Source: an optimization exercise on an open RTL-to-GDS flow (aim: small area, a short achievable clock period and few clock cycles). Production flows keep margins and buffers that such runs may drop.
Only simulation tests tie the RTL to the original design; equivalence was not proved.

==> flow/design.v <==
module dc_luma_p (
    input  wire [7:0]          r,
    input  wire [7:0]          g,
    output wire [22:0]         p            
);
    wire [8:0]  dr9 = {1'b0, r} - {1'b0, g};
    wire [22:0] u   = {15'd0, dr9[7:0]};
    assign p = (u << 14) - (u << 11) - (u << 9) + (u << 7) - (u << 4) - (u << 2) + u
             - (dr9[7] ? 23'd3566848 : 23'd0);        
endmodule
module dc_luma_t (
    input  wire [22:0] p,
    input  wire [7:0]  b,
    input  wire [7:0]  g,
    output wire [6:0]  th,
    output wire [2:0]  tc
);
    wire [8:0]  db9 = {1'b0, b} - {1'b0, g};
    wire [22:0] u   = {15'd0, db9[7:0]};
    wire [22:0] a1  = u << 12;
    wire [22:0] a2  = u << 9;
    wire [22:0] a3  = u << 7;
    wire [22:0] a4  = ~(u << 2);
    wire [22:0] a5  = db9[7] ? 23'd7177216 : 23'd0;
    wire [18:0] lo  = {3'd0, p[15:0]} + {3'd0, a1[15:0]} + {3'd0, a2[15:0]} + {3'd0, a3[15:0]}
                    + {3'd0, a4[15:0]} + {3'd0, a5[15:0]} + 19'd1;
    assign th = p[22:16] + a1[22:16] + a2[22:16] + a3[22:16] + a4[22:16] + a5[22:16];
    assign tc = lo[18:16];
endmodule
module dc_luma_b (
    input  wire [7:0] g,
    input  wire [6:0] th,
    input  wire [2:0] tc,
    output reg  [4:0] k
);
    wire [7:0] l = g + {th[6], th} + {5'd0, tc};
    always @(*) begin
        case (l)
            8'd0: k = 5'd0;
            8'd1: k = 5'd0;
            8'd2: k = 5'd0;
            8'd3: k = 5'd0;
            8'd4: k = 5'd0;
            8'd5: k = 5'd0;
            8'd6: k = 5'd1;
            8'd7: k = 5'd1;
            8'd8: k = 5'd1;
            8'd9: k = 5'd1;
            8'd10: k = 5'd1;
            8'd11: k = 5'd1;
            8'd12: k = 5'd1;
            8'd13: k = 5'd1;
            8'd14: k = 5'd1;
            8'd15: k = 5'd1;
            8'd16: k = 5'd2;
            8'd17: k = 5'd2;
            8'd18: k = 5'd2;
            8'd19: k = 5'd2;
            8'd20: k = 5'd2;
            8'd21: k = 5'd2;
            8'd22: k = 5'd2;
            8'd23: k = 5'd2;
            8'd24: k = 5'd2;
            8'd25: k = 5'd2;
            8'd26: k = 5'd2;
            8'd27: k = 5'd3;
            8'd28: k = 5'd3;
            8'd29: k = 5'd3;
            8'd30: k = 5'd3;
            8'd31: k = 5'd3;
            8'd32: k = 5'd3;
            8'd33: k = 5'd3;
            8'd34: k = 5'd3;
            8'd35: k = 5'd3;
            8'd36: k = 5'd3;
            8'd37: k = 5'd3;
            8'd38: k = 5'd4;
            8'd39: k = 5'd4;
            8'd40: k = 5'd4;
            8'd41: k = 5'd4;
            8'd42: k = 5'd4;
            8'd43: k = 5'd4;
            8'd44: k = 5'd4;
            8'd45: k = 5'd4;
            8'd46: k = 5'd4;
            8'd47: k = 5'd4;
            8'd48: k = 5'd5;
            8'd49: k = 5'd5;
            8'd50: k = 5'd5;
            8'd51: k = 5'd5;
            8'd52: k = 5'd5;
            8'd53: k = 5'd5;
            8'd54: k = 5'd5;
            8'd55: k = 5'd5;
            8'd56: k = 5'd5;
            8'd57: k = 5'd5;
            8'd58: k = 5'd5;
            8'd59: k = 5'd6;
            8'd60: k = 5'd6;
            8'd61: k = 5'd6;
            8'd62: k = 5'd6;
            8'd63: k = 5'd6;
            8'd64: k = 5'd6;
            8'd65: k = 5'd6;
            8'd66: k = 5'd6;
            8'd67: k = 5'd6;
            8'd68: k = 5'd6;
            8'd69: k = 5'd6;
            8'd70: k = 5'd7;
            8'd71: k = 5'd7;
            8'd72: k = 5'd7;
            8'd73: k = 5'd7;
            8'd74: k = 5'd7;
            8'd75: k = 5'd7;
            8'd76: k = 5'd7;
            8'd77: k = 5'd7;
            8'd78: k = 5'd7;
            8'd79: k = 5'd7;
            8'd80: k = 5'd8;
            8'd81: k = 5'd8;
            8'd82: k = 5'd8;
            8'd83: k = 5'd8;
            8'd84: k = 5'd8;
            8'd85: k = 5'd8;
            8'd86: k = 5'd8;
            8'd87: k = 5'd8;
            8'd88: k = 5'd8;
            8'd89: k = 5'd8;
            8'd90: k = 5'd8;
            8'd91: k = 5'd9;
            8'd92: k = 5'd9;
            8'd93: k = 5'd9;
            8'd94: k = 5'd9;
            8'd95: k = 5'd9;
            8'd96: k = 5'd9;
            8'd97: k = 5'd9;
            8'd98: k = 5'd9;
            8'd99: k = 5'd9;
            8'd100: k = 5'd9;
            8'd101: k = 5'd10;
            8'd102: k = 5'd10;
            8'd103: k = 5'd10;
            8'd104: k = 5'd10;
            8'd105: k = 5'd10;
            8'd106: k = 5'd10;
            8'd107: k = 5'd10;
            8'd108: k = 5'd10;
            8'd109: k = 5'd10;
            8'd110: k = 5'd10;
            8'd111: k = 5'd10;
            8'd112: k = 5'd11;
            8'd113: k = 5'd11;
            8'd114: k = 5'd11;
            8'd115: k = 5'd11;
            8'd116: k = 5'd11;
            8'd117: k = 5'd11;
            8'd118: k = 5'd11;
            8'd119: k = 5'd11;
            8'd120: k = 5'd11;
            8'd121: k = 5'd11;
            8'd122: k = 5'd11;
            8'd123: k = 5'd12;
            8'd124: k = 5'd12;
            8'd125: k = 5'd12;
            8'd126: k = 5'd12;
            8'd127: k = 5'd12;
            8'd128: k = 5'd12;
            8'd129: k = 5'd12;
            8'd130: k = 5'd12;
            8'd131: k = 5'd12;
            8'd132: k = 5'd12;
            8'd133: k = 5'd13;
            8'd134: k = 5'd13;
            8'd135: k = 5'd13;
            8'd136: k = 5'd13;
            8'd137: k = 5'd13;
            8'd138: k = 5'd13;
            8'd139: k = 5'd13;
            8'd140: k = 5'd13;
            8'd141: k = 5'd13;
            8'd142: k = 5'd13;
            8'd143: k = 5'd13;
            8'd144: k = 5'd14;
            8'd145: k = 5'd14;
            8'd146: k = 5'd14;
            8'd147: k = 5'd14;
            8'd148: k = 5'd14;
            8'd149: k = 5'd14;
            8'd150: k = 5'd14;
            8'd151: k = 5'd14;
            8'd152: k = 5'd14;
            8'd153: k = 5'd14;
            8'd154: k = 5'd14;
            8'd155: k = 5'd15;
            8'd156: k = 5'd15;
            8'd157: k = 5'd15;
            8'd158: k = 5'd15;
            8'd159: k = 5'd15;
            8'd160: k = 5'd15;
            8'd161: k = 5'd15;
            8'd162: k = 5'd15;
            8'd163: k = 5'd15;
            8'd164: k = 5'd15;
            8'd165: k = 5'd16;
            8'd166: k = 5'd16;
            8'd167: k = 5'd16;
            8'd168: k = 5'd16;
            8'd169: k = 5'd16;
            8'd170: k = 5'd16;
            8'd171: k = 5'd16;
            8'd172: k = 5'd16;
            8'd173: k = 5'd16;
            8'd174: k = 5'd16;
            8'd175: k = 5'd16;
            8'd176: k = 5'd17;
            8'd177: k = 5'd17;
            8'd178: k = 5'd17;
            8'd179: k = 5'd17;
            8'd180: k = 5'd17;
            8'd181: k = 5'd17;
            8'd182: k = 5'd17;
            8'd183: k = 5'd17;
            8'd184: k = 5'd17;
            8'd185: k = 5'd17;
            8'd186: k = 5'd18;
            8'd187: k = 5'd18;
            8'd188: k = 5'd18;
            8'd189: k = 5'd18;
            8'd190: k = 5'd18;
            8'd191: k = 5'd18;
            8'd192: k = 5'd18;
            8'd193: k = 5'd18;
            8'd194: k = 5'd18;
            8'd195: k = 5'd18;
            8'd196: k = 5'd18;
            8'd197: k = 5'd19;
            8'd198: k = 5'd19;
            8'd199: k = 5'd19;
            8'd200: k = 5'd19;
            8'd201: k = 5'd19;
            8'd202: k = 5'd19;
            8'd203: k = 5'd19;
            8'd204: k = 5'd19;
            8'd205: k = 5'd19;
            8'd206: k = 5'd19;
            8'd207: k = 5'd19;
            8'd208: k = 5'd20;
            8'd209: k = 5'd20;
            8'd210: k = 5'd20;
            8'd211: k = 5'd20;
            8'd212: k = 5'd20;
            8'd213: k = 5'd20;
            8'd214: k = 5'd20;
            8'd215: k = 5'd20;
            8'd216: k = 5'd20;
            8'd217: k = 5'd20;
            8'd218: k = 5'd21;
            8'd219: k = 5'd21;
            8'd220: k = 5'd21;
            8'd221: k = 5'd21;
            8'd222: k = 5'd21;
            8'd223: k = 5'd21;
            8'd224: k = 5'd21;
            8'd225: k = 5'd21;
            8'd226: k = 5'd21;
            8'd227: k = 5'd21;
            8'd228: k = 5'd21;
            8'd229: k = 5'd22;
            8'd230: k = 5'd22;
            8'd231: k = 5'd22;
            8'd232: k = 5'd22;
            8'd233: k = 5'd22;
            8'd234: k = 5'd22;
            8'd235: k = 5'd22;
            8'd236: k = 5'd22;
            8'd237: k = 5'd22;
            8'd238: k = 5'd22;
            8'd239: k = 5'd22;
            8'd240: k = 5'd23;
            8'd241: k = 5'd23;
            8'd242: k = 5'd23;
            8'd243: k = 5'd23;
            8'd244: k = 5'd23;
            8'd245: k = 5'd23;
            8'd246: k = 5'd23;
            8'd247: k = 5'd23;
            8'd248: k = 5'd23;
            8'd249: k = 5'd23;
            8'd250: k = 5'd23;
            8'd251: k = 5'd23;
            8'd252: k = 5'd23;
            8'd253: k = 5'd23;
            8'd254: k = 5'd23;
            8'd255: k = 5'd23;
            default: k = 5'd23;
        endcase
    end
endmodule
module dc_cube (
    input  wire [7:0]  x,
    output reg  [2:0]  l,
    output wire [4:0]  m                    
);
    reg [7:0] base;
    always @(*) begin
        if (x <= 8'd25)       begin l = 3'd0; base = 8'd0;   end
        else if (x <= 8'd76)  begin l = 3'd1; base = 8'd51;  end
        else if (x <= 8'd127) begin l = 3'd2; base = 8'd102; end
        else if (x <= 8'd178) begin l = 3'd3; base = 8'd153; end
        else if (x <= 8'd229) begin l = 3'd4; base = 8'd204; end
        else                  begin l = 3'd5; base = 8'd255; end
    end
    wire [7:0] up = x - base;
    wire [7:0] dn = base - x;
    assign m = (x >= base) ? up[4:0] : dn[4:0];
endmodule
module dc_gray (
    input  wire [7:0]  x,
    input  wire [4:0]  k,
    output wire [5:0]  m6,
    output wire        far
);
    reg [7:0] gv;
    always @(*) begin
        case (k)
            5'd0: gv = 8'd0;
            5'd1: gv = 8'd11;
            5'd2: gv = 8'd21;
            5'd3: gv = 8'd32;
            5'd4: gv = 8'd43;
            5'd5: gv = 8'd53;
            5'd6: gv = 8'd64;
            5'd7: gv = 8'd74;
            5'd8: gv = 8'd85;
            5'd9: gv = 8'd96;
            5'd10: gv = 8'd106;
            5'd11: gv = 8'd117;
            5'd12: gv = 8'd128;
            5'd13: gv = 8'd138;
            5'd14: gv = 8'd149;
            5'd15: gv = 8'd159;
            5'd16: gv = 8'd170;
            5'd17: gv = 8'd181;
            5'd18: gv = 8'd191;
            5'd19: gv = 8'd202;
            5'd20: gv = 8'd213;
            5'd21: gv = 8'd223;
            5'd22: gv = 8'd234;
            5'd23: gv = 8'd244;
            default: gv = 8'd244;
        endcase
    end
    wire [7:0] up = x - gv;
    wire [7:0] dn = gv - x;
    wire [7:0] m  = (x >= gv) ? up : dn;
    assign far = (m > 8'd43);
    assign m6  = m[5:0];
endmodule
module dc_div3 (
    input  wire [2:0] x,
    input  wire [7:0] n,
    output wire [2:0] q,
    output wire [2:0] r
);
    reg [5:0] qr;
    always @(*) begin
        case ({x, n[2:0]})
            6'd0: qr = 6'd0;
            6'd1: qr = 6'd0;
            6'd2: qr = 6'd0;
            6'd3: qr = 6'd0;
            6'd4: qr = 6'd0;
            6'd5: qr = 6'd0;
            6'd6: qr = 6'd0;
            6'd7: qr = 6'd0;
            6'd8: qr = 6'd0;
            6'd9: qr = 6'd8;
            6'd10: qr = 6'd1;
            6'd11: qr = 6'd1;
            6'd12: qr = 6'd1;
            6'd13: qr = 6'd1;
            6'd14: qr = 6'd1;
            6'd15: qr = 6'd1;
            6'd16: qr = 6'd0;
            6'd17: qr = 6'd16;
            6'd18: qr = 6'd8;
            6'd19: qr = 6'd2;
            6'd20: qr = 6'd2;
            6'd21: qr = 6'd2;
            6'd22: qr = 6'd2;
            6'd23: qr = 6'd2;
            6'd24: qr = 6'd0;
            6'd25: qr = 6'd24;
            6'd26: qr = 6'd9;
            6'd27: qr = 6'd8;
            6'd28: qr = 6'd3;
            6'd29: qr = 6'd3;
            6'd30: qr = 6'd3;
            6'd31: qr = 6'd3;
            6'd32: qr = 6'd0;
            6'd33: qr = 6'd32;
            6'd34: qr = 6'd16;
            6'd35: qr = 6'd9;
            6'd36: qr = 6'd8;
            6'd37: qr = 6'd4;
            6'd38: qr = 6'd4;
            6'd39: qr = 6'd4;
            6'd40: qr = 6'd0;
            6'd41: qr = 6'd40;
            6'd42: qr = 6'd17;
            6'd43: qr = 6'd10;
            6'd44: qr = 6'd9;
            6'd45: qr = 6'd8;
            6'd46: qr = 6'd5;
            6'd47: qr = 6'd5;
            6'd48: qr = 6'd0;
            6'd49: qr = 6'd48;
            6'd50: qr = 6'd24;
            6'd51: qr = 6'd16;
            6'd52: qr = 6'd10;
            6'd53: qr = 6'd9;
            6'd54: qr = 6'd8;
            6'd55: qr = 6'd6;
            6'd56: qr = 6'd0;
            6'd57: qr = 6'd56;
            6'd58: qr = 6'd25;
            6'd59: qr = 6'd17;
            6'd60: qr = 6'd11;
            6'd61: qr = 6'd10;
            6'd62: qr = 6'd9;
            6'd63: qr = 6'd8;
            default: qr = 6'd0;
        endcase
    end
    wire big = |n[7:3];
    assign q = big ? 3'd0 : qr[5:3];
    assign r = big ? x    : qr[2:0];
endmodule
module dither_core (
    input  wire        clk,
    input  wire        rst,           
    input  wire        start,         
    input  wire [1:0]  op,            
    input  wire [15:0] width,
    input  wire [15:0] height,
    input  wire [15:0] stride,
    input  wire [15:0] src_base,
    input  wire [15:0] dbuf_base,
    input  wire [7:0]  qstep,
    input  wire        dout,
    output reg         busy,
    output reg         done,          
    output reg  [2:0]  err_code,      
    output reg         mem_req,
    output reg         mem_we,
    output reg  [15:0] mem_addr,
    output reg  [7:0]  mem_wdata,
    input  wire [7:0]  mem_rdata
);
    localparam S_IDLE = 3'd0;
    localparam S_LOOP = 3'd1;
    localparam S_XTRA = 3'd2;
    localparam S_EVAL = 3'd3;
    localparam S_LG   = 3'd4;
    localparam S_MAP  = 3'd5;
    localparam S_DTH  = 3'd6;
    localparam S_CMP  = 3'd7;
    reg [2:0]  state;
    reg [1:0]  ph;            
    reg [1:0]  opr;
    reg [15:0] wr;            
    reg [15:0] st;            
    reg [7:0]  nq;            
    reg        dq;            
    reg [15:0] hc;            
    reg [15:0] cc;            
    reg [15:0] pa, pb;        
    reg        pa16, pb16, ov1, ov2;
    reg        first, drain;
    reg [1:0]  cl;            
    reg        pw, pw2;       
    reg        nf;            
    reg        near;          
    reg [7:0]  curv;          
    reg [7:0]  ob;            
    reg [7:0]  b1, b2;        
    reg [7:0]  rq;            
    reg [7:0]  qq;            
    reg [7:0]  e;             
    reg signed [6:0] t7s;     
    reg [4:0]  gkr;           
    reg [7:0]  xb;            
    wire is_map  = (opr == 2'd1);
    wire is_dth  = (opr == 2'd2);
    wire fast    = |wr[15:2];
    wire lastrow = (hc == 16'd1);
    wire row_full = (cc == wr);
    wire more_pix = !(row_full && lastrow);
    wire idle    = (state == S_IDLE);
    wire accept  = idle && start;
    reg         p_bsel;       
    reg  [16:0] pa_op;
    reg  [16:0] pb_op;
    wire [16:0] pa_base = p_bsel ? {1'b0, mem_addr} : {pa16, pa};
    wire [16:0] pb_base = p_bsel ? {1'b0, mem_addr} : {pb16, pb};
    wire [17:0] pa_sum  = {1'b0, pa_base} + {1'b0, pa_op};
    wire [17:0] pb_sum  = {1'b0, pb_base} + {1'b0, pb_op};
    wire [22:0] luma_p;
    wire [6:0] luma_th;
    wire [2:0] luma_tc;
    wire [4:0] luma_k;
    wire [7:0] gray_idx = 8'd232 + {3'd0, gkr};
    dc_luma_p u_luma_p (.r(ob), .g(curv), .p(luma_p));
    dc_luma_t u_luma_t (.p({qq[6:0], b1, b2}), .b(curv), .g(ob), .th(luma_th), .tc(luma_tc));
    dc_luma_b u_luma_b (.g(ob), .th(qq[6:0]), .tc(b2[2:0]), .k(luma_k));
    wire [2:0]  cube_l;
    wire [4:0]  cube_m;
    wire [5:0]  gray_m;
    wire        gray_far;
    dc_cube u_cube (.x(xb), .l(cube_l), .m(cube_m));
    dc_gray u_gray (.x(xb), .k(gkr), .m6(gray_m), .far(gray_far));
    reg  [13:0] ddr;          
    wire [5:0]  gdr  = t7s[5:0];    
    wire        gfar = t7s[6];      
    wire [2:0]  clr  = nq[7:5];     
    wire [4:0]  cmr  = nq[4:0];     
    wire [11:0] gsq     = gdr * gdr;
    wire [9:0]  csq     = cmr * cmr;
    reg  [7:0]  cw;
    always @(*) begin
        case (ph)
            2'd3:    cw = {3'd0, clr, 2'b00} + {clr, 5'b00000};       
            2'd0:    cw = {4'd0, clr, 1'b0} + {3'd0, clr, 2'b00};     
            default: cw = {5'd0, clr};                                
        endcase
    end
    wire [13:0] dd_n    = ((ph == 2'd3) ? 14'd0 : ddr) + {2'b00, gsq} - {4'b0000, csq};
    wire [7:0]  ci_n    = ((ph == 2'd3) ? 8'd16 : e) + cw;
    wire        near_n  = ((ph == 2'd3) | near) & ~gfar;
    wire        gray_win = near && ddr[13];
    wire       es   = e[7];
    wire [6:0] em   = e[6:0];
    wire [9:0] em35 = (ph[0] ? {1'b0, em, 2'b00} : {2'b00, em, 1'b0}) + {3'b000, em};
    function [7:0] satadd;
        input [7:0] x;
        input       neg;
        input [5:0] t;
        reg   [9:0] s;
        begin
            s = {2'b00, x} + ({4'b0000, t} ^ {10{neg}}) + {9'd0, neg};
            if (s[9])      satadd = 8'd0;
            else if (s[8]) satadd = 8'd255;
            else           satadd = s[7:0];
        end
    endfunction
    wire a1  = cl[1] & ~pw;
    wire rb0 = fast & nf & (cl == 2'd1);
    wire rb1 = fast & nf & (cl == 2'd2);
    wire m7  = a1;
    wire m1  = a1;
    wire m5  = (cl[1] & ~pw2) | rb0;
    wire m3  = ((cl == 2'd3) & ~pw2) | rb0;
    wire wb  = ((cl == 2'd3) & ~lastrow) | rb0 | rb1;
    wire [6:0] t7u  = m7 ? t7s : 7'd0;
    wire [9:0] olds = {2'b00, curv} + {{3{t7u[6]}}, t7u};
    wire [7:0] old  = olds[9] ? 8'd0 : (olds[8] ? 8'd255 : olds[7:0]);
    reg  [7:0] sa_x;
    reg  [5:0] sa_t;
    always @(*) begin
        case (ph)
            2'd0:    begin sa_x = b2; sa_t = m3 ? {1'b0, em35[8:4]} : 6'd0; end
            2'd1:    begin sa_x = b1; sa_t = m5 ? em35[9:4] : 6'd0;         end
            default: begin sa_x = ob; sa_t = m1 ? {3'b000, em[6:4]} : 6'd0; end
        endcase
    end
    wire [7:0] nbw  = satadd(sa_x, es, sa_t);
    wire [2:0] d0_q, d0_r;
    dc_div3 u_div3 (.x(old[7:5]), .n(nq), .q(d0_q), .r(d0_r));
    wire [8:0] d1_t = {5'd0, d0_r, old[4]};
    wire [9:0] d1_s = {1'b0, d1_t} - {2'b00, nq};
    wire       d1_q = ~d1_s[9];
    wire [7:0] d1_r = d1_s[9] ? d1_t[7:0] : d1_s[7:0];
    reg  [1:0] dv_bits;
    reg  [7:0] dv_r;
    reg  [1:0] dv_q;
    reg  [8:0] dv_t;
    reg  [9:0] dv_s;
    integer    j;
    always @(*) begin
        dv_bits = (ph == 2'd1) ? curv[3:2] : curv[1:0];
        dv_r = rq;
        for (j = 1; j >= 0; j = j - 1) begin
            dv_t = {dv_r, dv_bits[j]};
            dv_s = {1'b0, dv_t} - {2'b00, nq};
            dv_q[j] = ~dv_s[9];
            dv_r = dv_s[9] ? dv_t[7:0] : dv_s[7:0];
        end
    end
    wire [9:0]  rd_s   = {1'b0, rq, 1'b0} - {2'b00, nq};
    wire        up     = ~rd_s[9];
    wire [7:0]  nmr    = nq - rq;                        
    wire [6:0]  err_m  = up ? nmr[6:0] : rq[6:0];
    wire [7:0]  q_n    = qq + {7'd0, up};
    wire [8:0]  qn     = {1'b0, curv} + ({2'b00, err_m} ^ {9{~up}}) + {8'd0, ~up};
    wire [7:0]  out_n  = dq ? ((up & qn[8]) ? 8'd255 : qn[7:0]) : q_n;
    wire [9:0]  t7m    = {err_m, 3'b000} - {3'b000, err_m};
    wire [6:0]  t7n    = up ? (7'd0 - {1'b0, t7m[9:4]}) : {1'b0, t7m[9:4]};
    wire [15:0] src_s  = {b1, b2};
    wire [15:0] dbuf_s = mem_addr;
    wire e1_big = ov1 | (pa16 & |pa);
    wire e2_big = ov2 | (pb16 & |pb);
    wire src_lt = first;
    wire dbf_lt = drain;
    reg [2:0] chk;
    always @(*) begin
        if (opr == 2'd3)                                       chk = 3'd1;
        else if (is_dth && nq == 8'd0)                         chk = 3'd3;
        else if (wr == 16'd0 || hc == 16'd0 ||
                 (!is_dth && src_lt && dbf_lt))                chk = 3'd7;
        else if (e1_big || (!is_dth && e2_big))                chk = 3'd6;
        else                                                   chk = 3'd0;
    end
    reg        pa_en, pb_en, ma_en, ma_pb;
    reg        req_n, we_n, req_en;
    reg        cc_en;  reg [1:0] cc_sel;      
    reg        hc_dec;
    reg        st_en;  reg [1:0] st_sel;      
    reg        wd_en;  reg [1:0] wd_sel;      
    reg        fin;                           
    reg        err_en;
    reg  [2:0] state_n; reg [1:0] ph_n;
    reg        ov_en;
    always @(*) begin
        p_bsel  = 1'b0;
        pa_op   = 17'h1ffff;                     
        pb_op   = 17'h1ffff;                     
        pa_en = 1'b0; pb_en = 1'b0; ma_en = 1'b0; ma_pb = 1'b0;
        req_n = 1'b0; we_n = 1'b0; req_en = 1'b0;
        cc_en = 1'b0; cc_sel = 2'd0; hc_dec = 1'b0;
        st_en = 1'b0; st_sel = 2'd0;
        wd_en = 1'b0; wd_sel = 2'd0;
        fin = 1'b0; err_en = 1'b0; ov_en = 1'b0;
        state_n = state; ph_n = ph;
        case (state)
            S_IDLE: begin
                req_en = 1'b1;
                if (start) state_n = S_LOOP;
            end
            S_LOOP: begin
                pa_op = {1'b0, wr};
                pb_op = first ? (is_map ? {wr, 1'b0} : {1'b0, wr}) : {1'b0, st};
                if (hc != 16'd0) begin
                    pa_en = 1'b1; pb_en = ~is_dth; ov_en = 1'b1;
                    cc_en = 1'b1;
                end
                if (cc == hc) begin
                    st_en = 1'b1; st_sel = {1'b0, is_map};
                end
                if (cc == hc || hc == 16'd0)
                    state_n = is_map ? S_XTRA : S_CMP;
            end
            S_XTRA: begin
                pb_op = {1'b0, wr};
                pb_en = 1'b1; ov_en = 1'b1;
                st_en = 1'b1; st_sel = 2'd0;
                state_n = S_CMP;
            end
            S_CMP: begin
                pa_op = ~{1'b0, src_s};
                pb_op = ~{1'b0, dbuf_s};
                st_en = is_map; st_sel = 2'd3;
                state_n = S_EVAL;
            end
            S_EVAL: begin
                req_en = 1'b1;
                if (chk != 3'd0) begin
                    fin = 1'b1; err_en = 1'b1;
                    state_n = S_IDLE;
                end else begin
                    err_en = 1'b1;
                    st_en = 1'b1; st_sel = 2'd2;
                    req_n = 1'b1; we_n = 1'b0;
                    pb_en = 1'b1; ma_en = 1'b1; ma_pb = 1'b1;
                    cc_en = 1'b1;
                    if (is_dth) begin
                        p_bsel  = 1'b1;
                        pa_op   = 17'h1fffe;             
                        pb_op   = {1'b0, wr};            
                        pa_en   = 1'b1;
                        cc_sel  = 2'd2;
                        ph_n    = 2'd1;
                        state_n = S_DTH;
                    end else begin
                        if (is_map) pb_op = 17'h1fffd;   
                        cc_sel  = 2'd1;
                        ph_n    = 2'd0;
                        state_n = (opr == 2'd0) ? S_LG : S_MAP;
                    end
                end
            end
            S_LG: begin
                req_en = 1'b1;
                pb_op  = row_full ? {1'b1, st} : 17'h1ffff;
                if (ph == 2'd0) begin
                    ph_n = 2'd1;
                    if (!first) begin
                        req_n = 1'b1; we_n = 1'b1;
                        pa_en = 1'b1; ma_en = 1'b1;
                    end
                end else if (drain) begin
                    fin = 1'b1;
                    state_n = S_IDLE;
                end else begin
                    wd_en = 1'b1; wd_sel = 2'd0;
                    if (more_pix) begin
                        ph_n  = 2'd0;
                        req_n = 1'b1;
                        pb_en = 1'b1; ma_en = 1'b1; ma_pb = 1'b1;
                        cc_en = 1'b1; cc_sel = row_full ? 2'd1 : 2'd0;
                        hc_dec = row_full;
                    end else begin
                        req_n = 1'b1; we_n = 1'b1;
                        pa_en = 1'b1; ma_en = 1'b1;
                    end
                end
            end
            S_MAP: begin
                req_en = 1'b1;
                pb_op  = (ph == 2'd3) ? (row_full ? {1'b1, st} : 17'h1fffb) : 17'd1;
                case (ph)
                    2'd0: begin
                        ph_n  = 2'd1;
                        if (!drain) begin
                            req_n = 1'b1;
                            pb_en = 1'b1; ma_en = 1'b1; ma_pb = 1'b1;
                        end
                    end
                    2'd1: begin
                        wd_en = 1'b1; wd_sel = 2'd1;
                        ph_n  = 2'd2;
                        if (!drain) begin
                            req_n = 1'b1;
                            pb_en = 1'b1; ma_en = 1'b1; ma_pb = 1'b1;
                        end
                    end
                    2'd2: begin
                        wd_en = ~gray_win; wd_sel = 2'd0;
                        ph_n = 2'd3;
                        if (cl == 2'd2 || (drain && pw)) begin
                            req_n = 1'b1; we_n = 1'b1;
                            pa_en = 1'b1; ma_en = 1'b1;
                        end
                    end
                    default: begin
                        ph_n = 2'd0;
                        if (drain && pw) begin
                            fin = 1'b1;
                            state_n = S_IDLE;
                        end else if (!drain && more_pix) begin
                            req_n = 1'b1;
                            pb_en = 1'b1; ma_en = 1'b1; ma_pb = 1'b1;
                            cc_en = 1'b1; cc_sel = row_full ? 2'd1 : 2'd0;
                            hc_dec = row_full;
                        end
                    end
                endcase
            end
            S_DTH: begin
                req_en = 1'b1;
                case (ph)
                    2'd0: begin
                        pb_op = (cl == 2'd0) ? 17'd1 : 17'd4;
                        wd_en = 1'b1; wd_sel = 2'd2;
                        if (lastrow && pw && !pw2) begin
                            fin = 1'b1;
                            state_n = S_IDLE;
                        end else begin
                            ph_n  = 2'd1;
                            req_n = 1'b1;
                            pb_en = 1'b1; ma_en = 1'b1; ma_pb = 1'b1;
                        end
                    end
                    2'd1: begin
                        pa_op = 17'd2;
                        ph_n  = 2'd2;
                        req_n = 1'b1;
                        pa_en = 1'b1; ma_en = 1'b1;
                    end
                    2'd2: begin
                        pb_op = 17'h1fffd;               
                        ph_n  = 2'd3;
                        req_n = wb; we_n = 1'b1;
                        pb_en = 1'b1; ma_en = 1'b1; ma_pb = 1'b1;
                    end
                    default: begin
                        pa_op = (pw2 & ~lastrow) ? 17'h1fffc : 17'h1ffff;
                        wd_en = 1'b1; wd_sel = 2'd3;
                        ph_n  = 2'd0;
                        req_n = (cl != 2'd0) & ~pw; we_n = 1'b1;
                        pa_en = 1'b1; ma_en = 1'b1;
                        cc_en = 1'b1;
                        if (fast && row_full && !pw && !lastrow) begin
                            cc_sel = 2'd1; hc_dec = 1'b1;
                        end else if (pw2 && !lastrow) begin
                            cc_sel = 2'd2; hc_dec = 1'b1;
                        end
                    end
                endcase
            end
            default: state_n = S_IDLE;
        endcase
    end
    always @(posedge clk) begin
        if (rst) begin
            state   <= S_IDLE;
            busy    <= 1'b0;
            done    <= 1'b0;
            mem_req <= 1'b0;
        end else begin
            state <= state_n;
            done  <= fin;
            if (accept)      busy <= 1'b1;
            else if (fin)    busy <= 1'b0;
            if (req_en)      mem_req <= req_n;
        end
    end
    always @(posedge clk) begin
        ph <= ph_n;
        if (req_en) mem_we <= we_n;
        if (err_en) err_code <= chk;
        if (idle) begin
            opr <= op;
            wr  <= width;
            nq  <= qstep;
            dq  <= dout;
        end
        if (idle)       pa <= dbuf_base;
        else if (pa_en)   pa <= pa_sum[15:0];
        if (idle)       pb <= src_base;
        else if (pb_en)   pb <= pb_sum[15:0];
        if (idle)       mem_addr <= dbuf_base;
        else if (ma_en)   mem_addr <= ma_pb ? pb_sum[15:0] : pa_sum[15:0];
        if (idle) begin
            pa16 <= 1'b0; pb16 <= 1'b0; ov1 <= 1'b0; ov2 <= 1'b0;
        end else if (ov_en) begin
            if (pa_en) begin pa16 <= pa_sum[16]; ov1 <= ov1 | pa_sum[17]; end
            if (pb_en) begin pb16 <= pb_sum[16]; ov2 <= ov2 | pb_sum[17]; end
        end
        if (idle)       st <= stride;
        else if (st_en) begin
            if (st_sel == 2'd2) st <= ~st;
            else                st <= st - (st_sel[1] ? 16'hfffc : st_sel[0] ? {wr[14:0], 1'b0} : wr);
        end
        if (idle)       hc <= height;
        else if (hc_dec)  hc <= hc - 16'd1;
        if (idle)       cc <= 16'd1;
        else if (cc_en) begin
            case (cc_sel)
                2'd0:    cc <= cc + 16'd1;
                2'd1:    cc <= 16'd1;
                default: cc <= 16'd0;
            endcase
        end
        if (wd_en) begin
            case (wd_sel)
                2'd0:    mem_wdata <= (state == S_MAP) ? e : mem_rdata;
                2'd1:    mem_wdata <= gray_idx;
                2'd2:    mem_wdata <= nbw;
                default: mem_wdata <= out_n;
            endcase
        end
        if (idle)                              first <= 1'b1;
        else if (state == S_LOOP)                first <= 1'b0;
        else if (state == S_CMP)                 first <= ov1 | pa_sum[17];
        else if (state == S_EVAL)                first <= 1'b1;
        else if (state == S_LG && ph == 2'd1)    first <= 1'b0;
        if (state == S_CMP) begin
            drain <= ov2 | pb_sum[17];
        end else if (state == S_EVAL) begin
            drain <= 1'b0; cl <= 2'd0; pw <= 1'b0; pw2 <= 1'b0; nf <= 1'b0;
        end else if (state == S_LG) begin
            if (ph == 2'd1 && !more_pix) drain <= 1'b1;
        end else if (state == S_MAP) begin
            if (ph == 2'd3) begin
                if (cl != 2'd2) cl <= cl + 2'd1;
                if (drain)      pw <= 1'b1;
                if (!more_pix)  drain <= 1'b1;
            end
        end else if (state == S_DTH && ph == 2'd3) begin
            if (fast && row_full && !pw && !lastrow) begin
                cl <= 2'd1; nf <= 1'b1;
            end else if (pw2 && !lastrow) begin
                cl <= 2'd0; pw <= 1'b0; pw2 <= 1'b0; nf <= 1'b1;
            end else begin
                if (cl != 2'd3) cl <= cl + 2'd1;
                if (row_full)   pw <= 1'b1;
                if (pw)         pw2 <= 1'b1;
            end
        end
        if (state == S_DTH) begin
            case (ph)
                2'd0: curv <= old;
                2'd1: b2   <= nbw;
                2'd2: begin
                    b1 <= nbw;
                    ob <= mem_rdata;
                end
                2'd3: begin
                    curv <= mem_rdata;
                    e    <= {up, err_m};
                    t7s  <= t7n;
                end
                default: ;
            endcase
            case (ph)
                2'd0: begin
                    rq <= d1_r;
                    qq <= {qq[3:0], d0_q, d1_q};
                end
                2'd1, 2'd2: begin
                    rq <= dv_r;
                    qq <= {qq[5:0], dv_q};
                end
                default: ;
            endcase
        end else if (state == S_MAP) begin
            t7s  <= {gray_far, gray_m};
            nq   <= {cube_l, cube_m};
            if (ph != 2'd2) begin
                ddr <= dd_n;
                e   <= ci_n;
                near <= near_n;
            end
            case (ph)
                2'd0: begin
                    qq[6:0] <= luma_th;
                    b2[2:0] <= luma_tc;
                end
                2'd1: gkr     <= luma_k;
                2'd3: {qq[6:0], b1, b2} <= luma_p;
                default: ;
            endcase
            if (ph != 2'd0) begin
                curv <= mem_rdata;
                ob   <= curv;
                rq   <= ob;
                xb   <= rq;
            end
        end else if (idle) begin
            {b1, b2} <= src_base;
        end
    end
endmodule
==> flow/flow/run.sh <==
#!/bin/bash
# The standard layout, with every input and output port buffered by a
# sky130_fd_sc_hd__buf_2 instead of the delay buffer buffer_ports picks by
# default.  Each tool's output stays in orfs/logs; make's own output goes to
# standard.log.
set -euo pipefail
export BUFFER_PORTS_ARGS="-buffer_cell sky130_fd_sc_hd__buf_2"
bash standard.sh > standard.log 2>&1
==> flow/standard.sh <==
#!/bin/bash
# synth_recipe.tcl (not shown) runs the flow's synth.tcl, then flattens the netlist and writes it again
# the make line also repeats each setting of config.mk as NAME=value (left out here)
make -C /OpenROAD-flow-scripts/flow DESIGN_CONFIG=/design/flow/config.mk WORK_HOME=/design/flow/orfs CLKGATE_MAP_FILE= SYNTH_SCRIPT=/design/flow/synth_recipe.tcl "${@:-finish}"
==> flow/config.mk <==
export PLATFORM = sky130hd
export DESIGN_NAME = dither_core
export DESIGN_NICKNAME = dither_core
export VERILOG_FILES = /design/flow/design.v
export SDC_FILE = /design/flow/constraint.sdc
export NUM_CORES = 4
export LEC_CHECK = 0
export CAP_MARGIN = 20
export CORE_MARGIN = 2
export CORE_UTILIZATION = 65
export CTS_CLUSTER_DIAMETER = 100
export CTS_CLUSTER_SIZE = 30
export SLEW_MARGIN = 20
==> flow/constraint.sdc <==
create_clock -name core_clock -period 30.0 [get_ports {clk}]
set_input_delay 6.0000 -clock core_clock [delete_from_list [all_inputs] [get_ports {clk}]]
set_output_delay 6.0000 -clock core_clock [all_outputs]
set_load 0.01 [all_outputs]
==> reports/qor.txt, run 1 <==
crit path from = mem_addr[4]
Placer Congestion = 1.048
CTS tree = done
H-tree level count = 1
core footprint = 0.04317 mm2
Die Area = 0.04548 mm2
Cell variety after synth = 97
Syn Nets = 3979
latest clock arrival within the worst-skew pair = 0.56 ns
TritonCTS buffer count = 15
Total GRT Usage = 41.09%
Final Instance Count excl. Fillers = 4046
Mapped Cells = 3416
worst slew pin tran = 1.121 ns
grt ovf = 0
Fin Clk Skew = 0.04257 ns
Post-Syn Area = 0.02846 mm2
Initial Util = 65.93%
average cell area after synthesis = 8.332 um2
CP max stage delay = 0.55 ns
DR pass1 iterations = 10
Yosys top cell area share = 22.15%
Crit-path slowest cell = edfxtp_1
largest cells by area after synthesis = edfxtp_1, ha_1, fa_1
sequence of cells on the critical path = buf_2
FMAX = 137.2 MHz
crit path DAT = 1.29 ns
dpl hpwl = 73.44 mm
Buf/Inv on CP = 1
ANT cells = 0
period utilization = 24.29%
CP startpoint kind = flop
final setup vio count = 0
min-delay worst type = flop to flop
PostCTS Resize Cnt = 0
root buffer cell = clkbuf_16
critical path fanouts, max = 3
max cap viols = 0
total wire length = 94.55 mm
Fin Setup TNS = 0 ns
flop2flop setup slack = 22.94 ns
via count = 26560
min cycle time layout = 7.287 ns
final instance area = 0.03010 mm2
Worst EP required = 24.00 ns
clk slew on worst S/H paths = 0.11 ns
Clock Path Buffers = 3
Via density = 6.564
boundary pin count = 133
WHS Endpoint = pb16
post-synth top area cell = edfxtp_1
endpoint class of the critical path = primary output
port bufs = 132
Setup Buffers After CTS = 0
Yosys reg bits = 245
post-route ant nets = 0
first-pass GRT wire length = 142.8 mm
Die Ht = 213.3 um
Slew Viols, Final = 0
warnings from Yosys = 5
sequential fraction of the synthesis area = 24.62%
kind of critical path = flop to primary output
clk sink count = 245
Critical R2R Capture = qq[1]
area delta synth->final = 5.745%
fin nets = 4015
Reg2Reg Depth = 24
Post-synth ARST share = 0%
DP Area = 0.02958 mm2
initial antenna violation count = 3
Die Span X = 213.3 um
pin count of the biggest net entering global routing = 82
Final Hold Vio Count = 0
status = timing/DRC/antenna clean
family with the most delay on the worst path = flip-flops
# hold bufs at CTS = 0
Routed WL per cell = 23.37 um
share of layout cells above drive strength 1 = 7.599%
Rows = 76
Worst Hold Launch = pb16
Worst slew margin = 24.99%
RR Startpoint = curv[1]
Post-synth top flop = edfxtp_1
drt drc = 0
Placed Instances = 4020
DRT iter0 DRCs = 3564
unrepaired setup endpoints after global routing = false
EDFF count, synth = 210
hold path depth = 2
vias in the first global route = 25510
==> flip-flops by register name, summed over array words and instances (netlist names), 14 cells and up <==
| register | count |
|---|---|
| cc | 16 |
| ddr | 14 |
| hc | 16 |
| mem_addr | 16 |
| pa | 16 |
| pb | 16 |
| st | 16 |
| wr | 16 |
==> cell usage in the layout (no fill, tap or decap), types with 16 or more instances in the layout <==
| cell type | synthesis | routed |
|---|---|---|
| nand2_1 | 471 | 471 |
| ha_1 | 358 | 357 |
| inv_1 | 310 | 310 |
| o21ai_0 | 260 | 258 |
| nor2_1 | 238 | 237 |
| a21oi_1 | 228 | 228 |
| edfxtp_1 | 210 | 210 |
| buf_2 | 3 | 132 |
| xnor2_1 | 127 | 127 |
| fa_1 | 103 | 103 |
| xor2_1 | 102 | 102 |
| nor2b_1 | 67 | 67 |
| nand3_1 | 67 | 66 |
| nor3_1 | 59 | 57 |
| a21o_1 | 53 | 53 |
| mux2i_1 | 47 | 47 |
| a211oi_1 | 36 | 36 |
| dfxtp_1 | 35 | 35 |
| buf_4 | 1 | 34 |
| o21a_1 | 24 | 24 |
| a31oi_1 | 23 | 23 |
| nor4_1 | 23 | 22 |
| and2_1 | 22 | 22 |
| o21bai_1 | 22 | 22 |
| nand4_1 | 20 | 20 |
| nand2b_1 | 20 | 20 |
| and3_1 | 20 | 20 |
| a22oi_1 | 18 | 18 |
| o22a_1 | 17 | 17 |
| or2_2 | 17 | 17 |
| a21boi_0 | 16 | 16 |
==> synth_stat cells (all sizes together), types with 21 or more instances <==
| cell | instances |
|---|---|
| a211oi | 36 |
| a21o | 53 |
| a21oi | 228 |
| a31oi | 23 |
| and2 | 23 |
| and3 | 21 |
| buf | 23 |
| clkbuf | 124 |
| dfxtp | 35 |
| edfxtp | 210 |
| fa | 103 |
| ha | 358 |
| inv | 312 |
| mux2i | 47 |
| nand2 | 471 |
| nand3 | 69 |
| nand4 | 21 |
| nor2 | 241 |
| nor2b | 67 |
| nor3 | 59 |
| nor4 | 24 |
| o21a | 24 |
| o21ai | 269 |
| o21bai | 22 |
| xnor2 | 129 |
| xor2 | 102 |
==> worst max path at each step <==
| stage | endpoint | cells past startpoint |
|---|---|---|
| after floorplan | state[0] | 5 |
| after global placement | state[0] | 6 |
| after detailed placement | state[0] | 6 |
| after CTS | mem_wdata[1] | 1 |
| after global routing | qq[1] | 24 |
| final | mem_addr[4] | 1 |
==> per-stage QoR <==
step / util (%) / setup slack, ns / hold slack, ns
2_1_floorplan: - / 23.16 / 0.4439
3_3_place_gp: 68.51 / 22.90 / 0.4540
3_5_place_dp: 68.51 / 22.87 / 0.4877
4_1_cts: 69.71 / 22.70 / 0.5121
5_1_grt: 69.72 / 22.60 / 0.5610
6_report: 69.72 / 22.71 / 0.5054
==> cell type report <==
class	instances	area (um2)
Clock buffer	18	390.4
Clock inverter	8	125.1
Fill cell	3537	13070
Inverter	316	1189
Multi-Input combinational cell	2708	19740
Sequential cell	245	7007
Tap cell	585	732.0
Timing Repair Buffer	166	915.9
==> metal layers <==
| metal | GRT usage [%] | vias up | share of wire (%) |
|---|---|---|---|
| li1 | - | 12070 | - |
| met3 | 9.060 | 312 | 12 |
| met4 | 17.50 | 6 | 5.0 |
| met2 | 64.65 | 1598 | 44 |
| met5 | 0 | - | 0.035 |
| met1 | 54.70 | 12570 | 39 |
==> kinds of logic after synthesis <==
family	synth area share (%)
DFF	24.62
and+or+nand+nor	17.39
buffers and inverters	6.185
AOI/OAI and AO/OA	19.31
adders and majority gates	23.02
muxes	2.325
xor gates and xnor gates	7.161
Testbench counts, summed over its fixed seeds: cycles 97,441.
==> run 2, diff against run 1 <==
--- a/flow/config.mk
+++ b/flow/config.mk
@@ -10,4 +10,2 @@
 export CORE_UTILIZATION = 65
-export CTS_CLUSTER_DIAMETER = 100
-export CTS_CLUSTER_SIZE = 30
 export SLEW_MARGIN = 20
==> run 2 against run 1 <==
Die area is the same. Cell count rose by 0.72%. Maximum frequency fell by 0.60%. Critical endpoint is now mem_addr[7]. Clock skew shrank 0.017 ns.
==> reports/qor.txt, run 2 <==
Post-synth ARST share = 0% (unchanged)
vias in the first global route = 25810 (+1.2%)
CP startpoint kind = flop
Rows = 76 (unchanged)
Die Area = 0.04548 mm2 (unchanged)
warnings from Yosys = 5 (unchanged)
final setup vio count = 0 (unchanged)
Final Hold Vio Count = 0 (unchanged)
Total GRT Usage = 41.62% (+0.53 points)
fin nets = 4030 (+0.37%)
root buffer cell = clkbuf_16
H-tree level count = 1 (unchanged)
unrepaired setup endpoints after global routing = false
Fin Setup TNS = 0 ns (unchanged)
Clock Path Buffers = 3 (unchanged)
Via density = 6.598 (+0.52%)
pin count of the biggest net entering global routing = 82 (unchanged)
latest clock arrival within the worst-skew pair = 0.60 ns (+0.04 ns)
max cap viols = 0 (unchanged)
sequential fraction of the synthesis area = 24.62% (unchanged)
Yosys reg bits = 245 (unchanged)
Setup Buffers After CTS = 0 (unchanged)
ANT cells = 0 (unchanged)
min-delay worst type = flop to flop
commonest non-fill, non-tap cell in the layout = nand2_1
TritonCTS buffer count = 29 (+14)
boundary pin count = 133 (unchanged)
Die Span X = 213.3 um (unchanged)
period utilization = 24.43% (+0.15 points)
EDFF count, synth = 210 (unchanged)
largest cells by area after synthesis = edfxtp_1, ha_1, fa_1
hold path depth = 2 (unchanged)
kind of critical path = flop to primary output
family with the most delay on the worst path = flip-flops
Filler Cells Inserted = 3459 (-2.2%)
core footprint = 0.04317 mm2 (unchanged)
Buf/Inv on CP = 1 (unchanged)
post-route ant nets = 0 (unchanged)
post-synth top area cell = edfxtp_1
first-pass GRT wire length = 144.9 mm (+1.5%)
max layer used = met5
most frequent cell after synthesis = nand2_1
Placer Congestion = 1.048 (unchanged)
area delta synth->final = 7.486%
endpoint class of the critical path = primary output
min cycle time layout = 7.330 ns (+0.04380 ns)
dpl hpwl = 73.44 mm (unchanged)
synth cell count leaders = nand2_1, ha_1, inv_1
Syn Nets = 3979 (unchanged)
FMAX = 136.4 MHz (-0.60%)
PostCTS Resize Cnt = 0 (unchanged)
final core occ = 70.87% (+1.1 points)
Yosys top cell area share = 22.15% (unchanged)
Worst slew margin = 22.29% (-2.7 points)
Routed WL per cell = 23.47 um (+0.43%)
Worst EP required = 24.00 ns (about the same)
share of layout cells above drive strength 1 = 8.395% (+0.80 points)
Initial Util = 65.93% (unchanged)
sequence of cells on the critical path = buf_2
DRT iter0 DRCs = 3560 (-0.11%)
initial antenna violation count = 4 (+1)
critical path fanouts, max = 3 (unchanged)
status = timing/DRC/antenna clean
crit path DAT = 1.33 ns (+0.04 ns)
grt ovf = 0 (unchanged)
Critical R2R Capture = qq[1]
Worst Hold Launch = pb16
# hold bufs at CTS = 0 (unchanged)
average cell area after synthesis = 8.332 um2 (unchanged)
DR WL met3 = 11.41 mm (+2.4%)
CP max stage delay = 0.53 ns (-0.02 ns)
clk sink count = 245 (unchanged)
Reg2Reg Depth = 25 (+4.2%)
M1 WL = 36.91 mm (+0.64%)
CTS tree = done
met2 WL = 42.53 mm (+1.4%)
Slew Viols, Final = 0 (unchanged)
worst slew pin tran = 1.161 ns (+0.04032 ns)
Post-synth top flop = edfxtp_1
most frequent cells in the layout = nand2_1, ha_1, inv_1
Die Ht = 213.3 um (unchanged)
Mapped Cells = 3416 (unchanged)
DR pass1 iterations = 6 (-4)
RR Startpoint = curv[0]
port bufs = 132 (unchanged)
Crit-path slowest cell = edfxtp_1
flop2flop setup slack = 22.96 ns (+0.02 ns)
WHS Endpoint = pb16
clk slew on worst S/H paths = 0.07 ns (-0.04 ns)
drt drc = 0 (unchanged)
Cell variety after synth = 97 (unchanged)
total wire length = 95.64 mm (+1.1%)
Post-Syn Area = 0.02846 mm2 (unchanged)
Fin Clk Skew = 0.02604 ns (-0.01652 ns)
via count = 26890 (+1.2%)
## run 2: cell families (layout without fill, tap and decap cells)
family	count (synthesis)	after routing	share of synthesized area, %
adder cells (fa/ha/maj)	462	462	23.02
AND/OR/NAND/NOR	1082	1082	17.39
XOR/XNOR	231	231	7.161
flip-flops	245	245	24.62
buffers and inverters	463	537	6.185
multiplexers	63	63	2.325
AO/OA/AOI/OAI	870	870	19.31
## run 2: through the flow
step | instance area [um2] | setup slack, ns | instances | hold slack (ns)
final | 30590 | 22.67 | 4075 | 0.5008
after CTS | 30580 | 22.70 | 4074 | 0.5058
after global placement | 29580 | 22.90 | 4020 | 0.4540
after global routing | 30590 | 22.63 | 4075 | 0.5534
after detailed placement | 29580 | 22.87 | 4020 | 0.4877
after floorplan | 28460 | 23.16 | 3416 | 0.4439
## run 2: worst max-delay path by stage
| stage | from | end | slack (ns) | cells after the start |
|---|---|---|---|---|
| finish | mem_addr[7] | mem_addr[7] | 22.67 | 1 |
| global route | curv[1] | qq[1] | 22.63 | 24 |
| CTS | mem_wdata[1] | mem_wdata[1] | 22.70 | 1 |
| detailed placement | start | state[0] | 22.87 | 6 |
| global placement | start | state[0] | 22.90 | 6 |
| floorplan | start | state[0] | 23.16 | 5 |
## run 2: cell type report
| class | instances | area (um2) | share of cell area [%] |
|---|---|---|---|
| clock buffer | 29 | 725.7 | 2.372 |
| clock inverter | 25 | 277.8 | 0.9079 |
| inverter | 316 | 1189 | 3.885 |
| multi-input combinational | 2708 | 19740 | 64.52 |
| sequential | 245 | 7007 | 22.90 |
| tap | 585 | 732.0 | 2.392 |
| timing repair buffer | 167 | 923.4 | 3.018 |
## run 2: routing by layer
metal,vias up,track usage [%]
met5,-,0
met4,8,17.91
met1,12660,55.65
met2,1785,65.69
li1,12110,-
met3,327,8.398
==> run 3, diff against run 2 <==
--- a/flow/config.mk
+++ b/flow/config.mk
@@ -10,2 +10,4 @@
 export CORE_UTILIZATION = 65
+export CTS_CLUSTER_DIAMETER = 80
+export CTS_CLUSTER_SIZE = 24
 export SLEW_MARGIN = 20
==> run 3 against run 2 <==
Still clean on timing, DRC and antenna. Wire length down 0.81%. Non-clock buffer count decreased by 1. Global-route usage decreased by 0.27 points. Cell count fell by 0.37%. Synthesized cell count did not move. Setup slack better by 0.0055 ns. Synthesized area stayed put. Core utilization is 0.36 points lower.
==> reports/qor.txt, run 3 <==
status = timing/DRC/antenna clean
Yosys top cell area share = 22.15% (unchanged)
M1 WL = 36.42 mm (-1.3%)
ANT cells = 0 (unchanged)
family with the most delay on the worst path = flip-flops
Setup Buffers After CTS = 0 (unchanged)
via count = 26780 (-0.39%)
post-route ant nets = 0 (unchanged)
commonest non-fill, non-tap cell in the layout = nand2_1
# hold bufs at CTS = 0 (unchanged)
initial antenna violation count = 3 (-1)
Total GRT Usage = 41.35% (-0.27 points)
Die Area = 0.04548 mm2 (unchanged)
final worst setup slack = 22.68 ns (+0.005500 ns)
Cell variety after synth = 97 (unchanged)
Syn Nets = 3979 (unchanged)
most frequent cell after synthesis = nand2_1
register area = 0.007007 mm2 (unchanged)
worst slew pin tran = 1.117 ns (-0.04387 ns)
Compound-Gate Fraction of Synth Area = 19.31% (unchanged)
average cell area after synthesis = 8.332 um2 (unchanged)
area of the multi-input gates = 0.01975 mm2 (about the same)
endpoint class of the critical path = primary output
clk sink count = 245 (unchanged)
latest clock arrival within the worst-skew pair = 0.58 ns (-0.02 ns)
EDFF count, synth = 210 (unchanged)
DR pass1 iterations = 8 (+2)
synth cell count leaders = nand2_1, ha_1, inv_1
multiplexer area fraction after synthesis = 2.325% (unchanged)
grt ovf = 0 (unchanged)
Worst EP required = 24.00 ns (about the same)
fin nets = 4022 (-0.20%)
post-synth top area cell = edfxtp_1
vias in the first global route = 25750 (-0.22%)
largest cells by area after synthesis = edfxtp_1, ha_1, fa_1
first-pass GRT wire length = 143.7 mm (-0.81%)
sequential fraction of the synthesis area = 24.62% (unchanged)
period utilization = 24.42% (about the same)
Slew Viols, Final = 0 (unchanged)
clk slew on worst S/H paths = 0.09 ns (+0.02 ns)
critical path fanouts, max = 3 (unchanged)
Worst Hold Launch = pb16
kind of critical path = flop to primary output
most frequent cells in the layout = nand2_1, ha_1, inv_1
Filler Cells Inserted = 3484 (+0.72%)
Crit-path slowest cell = edfxtp_1
core footprint = 0.04317 mm2 (unchanged)
Post-Syn Area = 0.02846 mm2 (unchanged)
WHS Endpoint = pb16
unrepaired setup endpoints after global routing = false
Simple-Gate Fraction of Synth Area = 17.39% (unchanged)
Reg2Reg Depth = 24 (-4.0%)
drt drc = 0 (unchanged)
Fin Clk Skew = 0.03120 ns (+0.005151 ns)
flop2flop setup slack = 23.00 ns (+0.04 ns)
max cap viols = 0 (unchanged)
Clock Path Buffers = 3 (unchanged)
CP max stage delay = 0.54 ns (about the same)
min cycle time layout = 7.325 ns (-0.005500 ns)
Rows = 76 (unchanged)
RR Startpoint = curv[1]
Fin Setup TNS = 0 ns (unchanged)
dpl hpwl = 73.44 mm (unchanged)
dpl ws = 22.87 ns (unchanged)
sequence of cells on the critical path = buf_2
hold path depth = 2 (unchanged)
Via density = 6.597 (about the same)
area delta synth->final = 6.945%
Yosys reg bits = 245 (unchanged)
Final Hold Vio Count = 0 (unchanged)
final setup vio count = 0 (unchanged)
H-tree level count = 1 (unchanged)
met2 WL = 42.17 mm (-0.84%)
Die Ht = 213.3 um (unchanged)
FMAX = 136.5 MHz (about the same)
Initial Util = 65.93% (unchanged)
Placer Congestion = 1.048 (unchanged)
CTS tree = done
Die Span X = 213.3 um (unchanged)
adder-cell area share of the yosys netlist = 23.02% (unchanged)
total wire length = 94.86 mm (-0.81%)
max layer used = met5
TritonCTS buffer count = 22 (-24%)
DR WL met3 = 11.55 mm (+1.2%)
Post-Synth XOR/XNOR Area = 7.161% (unchanged)
final core occ = 70.51% (-0.36 points)
DRT iter0 DRCs = 3737 (+5.0%)
Critical R2R Capture = qq[1]
Post-synth top flop = edfxtp_1
Post-synth ARST share = 0% (unchanged)
crit path DAT = 1.32 ns (about the same)
root buffer cell = clkbuf_16
Routed WL per cell = 23.36 um (-0.44%)
warnings from Yosys = 5 (unchanged)
share of layout cells above drive strength 1 = 8.058% (-0.34 points)
PostCTS Resize Cnt = 0 (unchanged)
port bufs = 132 (unchanged)
min-delay worst type = flop to flop
CP startpoint kind = flop
Worst slew margin = 25.01% (+2.7 points)
pin count of the biggest net entering global routing = 82 (unchanged)
boundary pin count = 133 (unchanged)
Buf/Inv on CP = 1 (unchanged)
Mapped Cells = 3416 (unchanged)
main combinational cell family by area after synthesis = adder cells
-- run 3: how the worst max path moves through the flow --
stage                           start           to  slack [ns]  depth (start not counted)
final                     mem_addr[7]  mem_addr[7]       22.68                          1
after global routing          curv[1]        qq[1]       22.63                         24
after CTS                 mem_addr[7]  mem_addr[7]       22.69                          1
after detailed placement        start     state[0]       22.87                          6
after global placement          start     state[0]       22.90                          6
after floorplan                 start     state[0]       23.16                          5
-- run 3: worst register-to-register path, stage by stage, from the launching register on --
cell      delay [ns]
edfxtp_1        0.57
inv_1           0.26
fa_1            0.50
a21o_1          0.17
a21oi_1         0.29
o21bai_1        0.10
a21oi_1         0.18
xnor2_1         0.35
inv_1           0.24
fa_1            0.55
inv_1           0.04
ha_1            0.26
inv_1           0.05
fa_1            0.48
ha_1            0.32
ha_1            0.24
or3_1           0.40
nor3_1          0.20
a21bo_2         0.26
a31oi_1         0.23
nor2b_1         0.09
o21a_1          0.19
or4_1           0.45
and4_1          0.23
o32ai_1         0.14
-- run 3: cell families after synthesis --
| kind of cell | Yosys count |
|---|---|
| adders and majority gates | 462 |
| buffers and inverters | 463 |
| DFF | 245 |
| AOI/OAI and AO/OA | 870 |
| muxes | 63 |
| xor gates and xnor gates | 231 |
| and+or+nand+nor | 1082 |
-- run 3: per-layer routing --
layer,vias up,track usage [%]
met5,-,0
li1,12100,-
met1,12640,54.91
met2,1707,65.23
met4,6,17.60
met3,327,9.119
-- run 3: through the flow --
step / cell area (um2) / std cells / hold slack (ns)
after floorplan: 28460 / 3416 / 0.4439
after global placement: 29580 / 4020 / 0.4540
after detailed placement: 29580 / 4020 / 0.4877
after CTS: 30430 / 4060 / 0.5099
after global routing: 30440 / 4060 / 0.5585
final: 30440 / 4060 / 0.5063
-- run 3: layout make-up --
cell class	count	share of cell area (%)
Inverter	316	3.905
Multi-Input combinational cell	2708	64.87
Clock buffer	24	1.878
Tap cell	585	2.405
Sequential cell	245	23.02
Timing Repair Buffer	166	3.009
Clock inverter	16	0.9125
==> run 4, diff against run 3 <==
--- a/flow/config.mk
+++ b/flow/config.mk
@@ -9,3 +9,3 @@
 export CORE_MARGIN = 2
-export CORE_UTILIZATION = 65
+export CORE_UTILIZATION = 40
 export CTS_CLUSTER_DIAMETER = 80
==> run 4 against run 3 <==
Still clean on timing, DRC and antenna. Cell area rose by 1.4%. Cell count rose by 8.9%. Non-clock buffer count rose by 2. Largest cell class unchanged.
==> reports/qor.txt, run 4 <==
max cap viols = 0 (unchanged)
family with the most delay on the worst path = flip-flops
synth cell count leaders = nand2_1, ha_1, inv_1
Initial Util = 40.51% (-25 points)
Fin Setup TNS = 0 ns (unchanged)
FMAX = 136.1 MHz (-0.34%)
dpl ws = 22.85 ns (-0.01520 ns)
commonest non-fill, non-tap cell in the layout = nand2_1
Placer Congestion = 0.9495 (-9.4%)
Post-synth ARST share = 0% (unchanged)
Post-synth top flop = edfxtp_1
min-delay worst type = flop to flop
Routed WL per cell = 20.80 um (-11%)
Mapped Cells = 3416 (unchanged)
warnings from Yosys = 5 (unchanged)
EDFF count, synth = 210 (unchanged)
crit path DAT = 1.35 ns (+0.03 ns)
most frequent cell after synthesis = nand2_1
post-synth top area cell = edfxtp_1
Yosys top cell area share = 22.15% (unchanged)
Buf/Inv on CP = 1 (unchanged)
DRT iter0 DRCs = 2664 (-29%)
most frequent cells in the layout = nand2_1, ha_1, inv_1
critical path fanouts, max = 3 (unchanged)
status = timing/DRC/antenna clean
clk sink count = 245 (unchanged)
core footprint = 0.07027 mm2 (+63%)
via count = 25340 (-5.4%)
post-route ant nets = 0 (unchanged)
first-pass GRT wire length = 140.4 mm (-2.3%)
final core occ = 43.93% (-27 points)
pin count of the biggest net entering global routing = 90 (+9.8%)
Slew Viols, Final = 0 (unchanged)
Worst EP required = 24.00 ns (about the same)
H-tree level count = 1 (unchanged)
Worst slew margin = 27.91% (+2.9 points)
kind of critical path = flop to primary output
Cell variety after synth = 97 (unchanged)
initial antenna violation count = 5 (+2)
vias in the first global route = 23890 (-7.3%)
endpoint class of the critical path = primary output
Total GRT Usage = 24.43% (-17 points)
sequence of cells on the critical path = buf_2
TritonCTS buffer count = 23 (+4.5%)
# hold bufs at CTS = 0 (unchanged)
CP max stage delay = 0.56 ns (+0.02 ns)
final worst setup slack = 22.65 ns (-0.02520 ns)
clk slew on worst S/H paths = 0.10 ns (about the same)
Die Area = 0.07331 mm2 (+61%)
total wire length = 91.95 mm (-3.1%)
DR pass1 iterations = 8 (unchanged)
Rows = 97 (+28%)
unrepaired setup endpoints after global routing = false
average cell area after synthesis = 8.332 um2 (unchanged)
Final Hold Vio Count = 0 (unchanged)
PostCTS Resize Cnt = 0 (unchanged)
dpl hpwl = 72.24 mm (-1.6%)
port bufs = 132 (unchanged)
sequential fraction of the synthesis area = 24.62% (unchanged)
Die Span X = 270.8 um (+27%)
period utilization = 24.50% (+0.084 points)
area delta synth->final = 8.444%
drt drc = 0 (unchanged)
min cycle time layout = 7.350 ns (+0.02520 ns)
Fin Clk Skew = 0.05406 ns (+0.02286 ns)
Final Instance Count excl. Fillers = 4420 (+8.9%)
worst slew pin tran = 1.078 ns (-0.03907 ns)
Syn Nets = 3979 (unchanged)
latest clock arrival within the worst-skew pair = 0.59 ns (about the same)
Die Ht = 270.8 um (+27%)
Clock Path Buffers = 3 (unchanged)
CTS tree = done
CP startpoint kind = flop
boundary pin count = 133 (unchanged)
Setup Buffers After CTS = 0 (unchanged)
grt ovf = 0 (unchanged)
Yosys reg bits = 245 (unchanged)
root buffer cell = clkbuf_16
largest cells by area after synthesis = edfxtp_1, ha_1, fa_1
Via density = 5.733 (-13%)
fin nets = 4025 (+0.075%)
flop2flop setup slack = 23.03 ns (+0.03 ns)
share of layout cells above drive strength 1 = 8.108% (+0.051 points)
Crit-path slowest cell = edfxtp_1
Placed Instances = 4377 (+8.9%)
Post-Syn Area = 0.02846 mm2 (unchanged)
final setup vio count = 0 (unchanged)
[run 4: cell types whose count changed in the layout (fill, tap and decap cells not counted), moves of 2 or more]
cell,previous run,this run
inv_16,3,1
diode_2,0,2
clkinv_8,2,6
buf_4,34,36
inv_12,6,1
[run 4: kinds of logic (layout without fill, tap and decap cells)]
family / after synthesis / after routing / synth area share [%]
other cells: 0 / 2 / 0
mux: 63 / 63 / 2.325
buf+inv: 463 / 525 / 6.185
fa+ha+maj: 462 / 462 / 23.02
compound gates: 870 / 870 / 19.31
flops: 245 / 245 / 24.62
xor+xnor: 231 / 231 / 7.161
simple gates: 1082 / 1082 / 17.39
[run 4: cell type report]
type	count	area [um2]
repair buffers	168	930.9
inverters	316	1189
well taps	940	1176
multi-input cells	2708	19750
fillers	7037	39400
flip-flops and latches	245	7007
clock buffers	25	593.1
diodes	2	5.005
clock inverters	16	219.0
[run 4: metal layers]
| layer | GRT usage, % | part of all wire [%] | routed length [um] |
|---|---|---|---|
| met1 | 34.80 | 45 | 41220 |
| met5 | 0 | 0 | 0 |
| met3 | 2.556 | 7.3 | 6668 |
| met2 | 39.28 | 45 | 41580 |
| met4 | 6.615 | 2.7 | 2484 |
[run 4: worst paths after layout]
path | start | cells after the start | end
min | pb16 | 2 | pb16
max | mem_addr[2] | 1 | mem_addr[2]
max reg2reg | curv[1] | 24 | qq[1]
min reg2reg | pb16 | 2 | pb16
[run 4: through the flow]
step | instance area, um2 | hold WS [ns]
floorplan | 28460 | 0.4439
global placement | 30040 | 0.4645
detailed placement | 30040 | 0.4731
CTS | 30850 | 0.4885
global route | 30870 | 0.5296
finish | 30870 | 0.4872

-- what the ideal ports hide --
Ports are ideal in the flow. The routed layouts listed here were re-timed in OpenROAD. Step 1, drivers: a clkbuf_16 drives clk and a buf_2 each remaining input, both assumed. Step 2 also shifts input and output timing later by t, the mid clock arrival at the registers, as if the neighbouring blocks saw the same clock. Slacks: ideal ports / drivers / drivers and shift; pairs: ideal ports / drivers.
run | t (ns) | setup WS [ns] | latest minus earliest clock arrival (ns) | worst register clock-pin slew, ns | worst slew at a driven data input, ns
run 1 | 0.595 | 22.713 / 22.653 / 22.843 | 0.042 / 0.043 | 0.12 / 0.12 | 0.12
run 2 | 0.651 | 22.670 / 22.607 / 22.831 | 0.026 / 0.027 | 0.07 / 0.07 | 0.13
run 3 | 0.629 | 22.675 / 22.615 / 22.831 | 0.031 / 0.031 | 0.10 / 0.10 | 0.14
run 4 | 0.629 | 22.650 / 22.585 / 22.842 | 0.056 / 0.056 | 0.10 / 0.10 | 0.11
After both steps every run listed still meets setup and hold.
